What follows belongs to an exercise in optimizing a design on an open flow for small area, a short achievable clock period and few clock cycles; a production flow would make more cautious choices.
Function was checked by simulation only, so behaviour that the tests miss may differ from the original.
No activity file was given, so power comes from the tool's default toggle rates.

Setup of red:
// hxp_stream
module hxp_stream (
    input  wire        clk,
    input  wire        rst,
    input  wire        in_valid,
    output wire        in_ready,
    input  wire [7:0]  in_data,
    input  wire        in_end,
    output wire        out_valid,
    input  wire        out_ready,
    output wire [31:0] out_addr,
    output wire [7:0]  out_len,
    output wire [7:0]  out_data,
    output wire        out_last,
    output wire        done,
    output wire [3:0]  res_code,
    output wire [31:0] res_line,
    output wire [15:0] res_ext,
    output wire [7:0]  res_calc,
    output wire [7:0]  res_decl,
    output wire [1:0]  res_cause
);
For scale: roughly 4600 cells after synthesis, ~140 I/O pins, ~0.060 mm² of cells after synthesis.
export LEC_CHECK = 0
export ABC_AREA = 1
export CAP_MARGIN = 20
export CORE_MARGIN = 2
export CORE_UTILIZATION = 50
export CTS_BUF_LIST = sky130_fd_sc_hd__clkbuf_16 sky130_fd_sc_hd__clkbuf_8
export CTS_CLUSTER_DIAMETER = 100
export CTS_CLUSTER_SIZE = 28
export PLACE_DENSITY = 0.75
export SETUP_SLACK_MARGIN = 3.9
export SLEW_MARGIN = 20
create_clock -name core_clock -period 6.5 [get_ports {clk}]
run.sh (not shown) runs the stock make flow with config.mk's settings and CLKGATE_MAP_FILE= SYNTH_SCRIPT=/design/flow/synth_recipe.tcl, a recipe that flattens the netlist after the stock synthesis.
Testbench counts of red, summed over its fixed seeds: cycles 85,465.
## Diff of input files: blue against red
- a change of CORE_UTILIZATION from 50 to 45
- a change of PLACE_DENSITY from 0.75 to 0.68
- a change of SETUP_SLACK_MARGIN from 3.9 to 4.0
### Flow results
Cell at the slowest stage of the critical path: sky130_fd_sc_hd__dfxtp_4 -> blue, sky130_fd_sc_hd__edfxtp_1 -> red
Total count of hold-check failures in the final report came out exactly the same in red and blue.
Endpoint of the worst setup timing path = rd_missed: red; endpoint of the worst setup timing path = res_line[23]: blue
Of red and blue, the run reporting the lower post-CTS repair timing setup buffer count was red.
Between red and blue, utilization decreased.
Max layout overhead on the synthesized area across red and blue: blue
Diff red and blue: sum of net half-perimeters after detailed placement higher in blue

---

hxp_stream again, from the RTL that the note above started with.
==> flow/config.mk <==
export PLATFORM = sky130hd
export DESIGN_NAME = hxp_stream
export DESIGN_NICKNAME = hxp_stream
export VERILOG_FILES = /design/flow/design.v
export SDC_FILE = /design/flow/constraint.sdc
export NUM_CORES = 4
export LEC_CHECK = 0
export ABC_AREA = 1
export CAP_MARGIN = 20
export CORE_MARGIN = 2
export CORE_UTILIZATION = 40
export CTS_BUF_LIST = sky130_fd_sc_hd__clkbuf_16 sky130_fd_sc_hd__clkbuf_8
export CTS_CLUSTER_DIAMETER = 100
export CTS_CLUSTER_SIZE = 28
export PLACE_DENSITY = 0.6
export SETUP_SLACK_MARGIN = 3.9
export SLEW_MARGIN = 20
export TNS_END_PERCENT = 20
==> flow/constraint.sdc <==
create_clock -name core_clock -period 6.5 [get_ports {clk}]
set_input_delay 1.3000 -clock core_clock [delete_from_list [all_inputs] [get_ports {clk}]]
set_output_delay 1.3000 -clock core_clock [all_outputs]
set_load 0.01 [all_outputs]
Testbench counts at the start, summed over its fixed seeds: cycles 85,465.
Rerun with:
Settings changed: TNS_END_PERCENT 20 to not set.
=> Sequential power hardly moves; global-route usage went up by 0.18 points; total power is higher by 0.72%; via count is higher by 0.92%; maximum frequency goes up by 6.9%; count of clock-buffer cells in the layout went up by 2; utilization came out higher by 0.40 points; die area stays the same; routed wire length grows by 1.2%; non-clock buffer count rises by 50; final area is higher by 0.89%.

---

Setup of the reference run:
Starting RTL as in the previous note.
## hxp_stream
module hxp_stream (
    input  wire        clk,
    input  wire        rst,
    input  wire        in_valid,
    output wire        in_ready,
    input  wire [7:0]  in_data,
    input  wire        in_end,
    output wire        out_valid,
    input  wire        out_ready,
    output wire [31:0] out_addr,
    output wire [7:0]  out_len,
    output wire [7:0]  out_data,
    output wire        out_last,
    output wire        done,
    output wire [3:0]  res_code,
    output wire [31:0] res_line,
    output wire [15:0] res_ext,
    output wire [7:0]  res_calc,
    output wire [7:0]  res_decl,
    output wire [1:0]  res_cause
);
Settings: LEC_CHECK=0, ABC_AREA=1, CAP_MARGIN=20, CORE_MARGIN=2, CORE_UTILIZATION=40, CTS_BUF_LIST=sky130_fd_sc_hd__clkbuf_16 sky130_fd_sc_hd__clkbuf_8, CTS_CLUSTER_DIAMETER=80, CTS_CLUSTER_SIZE=34, PLACE_DENSITY=0.6, SETUP_SLACK_MARGIN=3.9, SLEW_MARGIN=20; clock period 6.5 ns.
Testbench counts of the reference run, summed over its fixed seeds: cycles 85,465.
Relative to the reference run, the following input files were edited for the trial run:
# the reference run
export LEC_CHECK = 0
export ABC_AREA = 1
export CAP_MARGIN = 20
export CORE_MARGIN = 2
export CORE_UTILIZATION = 40
export CTS_BUF_LIST = sky130_fd_sc_hd__clkbuf_16 sky130_fd_sc_hd__clkbuf_8
export CTS_CLUSTER_DIAMETER = 80
export CTS_CLUSTER_SIZE = 34
export PLACE_DENSITY = 0.6
export SETUP_SLACK_MARGIN = 3.9
export SLEW_MARGIN = 20
create_clock -name core_clock -period 6.5 [get_ports {clk}]
# the trial run
export LEC_CHECK = 0
export ABC_AREA = 1
export CAP_MARGIN = 5
export CORE_MARGIN = 2
export CORE_UTILIZATION = 40
export CTS_BUF_LIST = sky130_fd_sc_hd__clkbuf_16 sky130_fd_sc_hd__clkbuf_8
export CTS_CLUSTER_DIAMETER = 100
export CTS_CLUSTER_SIZE = 30
export PLACE_DENSITY = 0.6
export SETUP_SLACK_MARGIN = 3.9
export SLEW_MARGIN = 5
create_clock -name core_clock -period 6.5 [get_ports {clk}]
Results
The trial run ended with every stage complete and zero timing, DRC or antenna violations.
In the metrics for the reference run and the trial run, the one carrying the higher first-iteration DRC count is the trial run.
Measured against each other, the reference run and the trial run differ in proportion of cell area occupied by multi-input gates, the higher figure coming from the trial run.
Setup slack up 0.021 ns in the trial run wrt the reference run
Hold buffer count at cts: the reference run vs the trial run identical
| wire length reported by the detailed router | the reference run vs the trial run | ≈ equal |
In the trial run, the sequential cell area share came out 0.81 points above the value in the reference run.
Final total power (the trial run over the reference run): decrease, 0.75 mW
Clock-buffer cell count, the reference run and the trial run: higher on the reference run

## afterwards: timing with drivers on the ports
The results above use ideal ports. As a check the final layouts listed here were re-extracted and re-timed, cells and wires unchanged. Step 1 sets driving cells, clkbuf_16 on the clock port and buf_2 on the other inputs (assumed; they add their load-dependent delay and slew). Step 2, shift: input delay + t, output delay - t, t = (earliest + latest rising clock arrival at the registers) / 2. This alone moves slack from input paths to output paths. a / b / c = ideal ports / drivers / drivers and shift; a / b = the first two.
| run | t, ns | setup slack, ns | worst hold slack (ns) | worst setup path at the end | clock arrival spread, ns |
|---|---|---|---|---|---|
| red | 0.774 | 3.896 / 3.867 / 3.239 | 0.303 / 0.303 / 0.303 | input to register | 0.045 / 0.045 |
| blue | 0.794 | 3.944 / 3.868 / 3.305 | 0.300 / 0.300 / 0.300 | input to register | 0.052 / 0.052 |
| the first run of note 2 | 0.795 | 3.738 / 3.663 / 3.088 | 0.302 / 0.302 / 0.302 | input to register | 0.060 / 0.060 |
| the second run of note 2 | 0.818 | 3.916 / 3.840 / 3.239 | 0.300 / 0.300 / 0.300 | input to register | 0.062 / 0.063 |
| the reference run | 0.806 | 3.921 / 3.845 / 3.263 | 0.306 / 0.306 / 0.306 | input to register | 0.062 / 0.062 |
| the trial run | 0.791 | 3.942 / 3.867 / 3.266 | 0.302 / 0.302 / 0.302 | input to register | 0.067 / 0.066 |
After both steps every run listed still meets setup and hold. For the second run of note 2, which loses most, drivers alone change the setup slack by -0.076 ns; drivers and shift together by -0.677 ns.
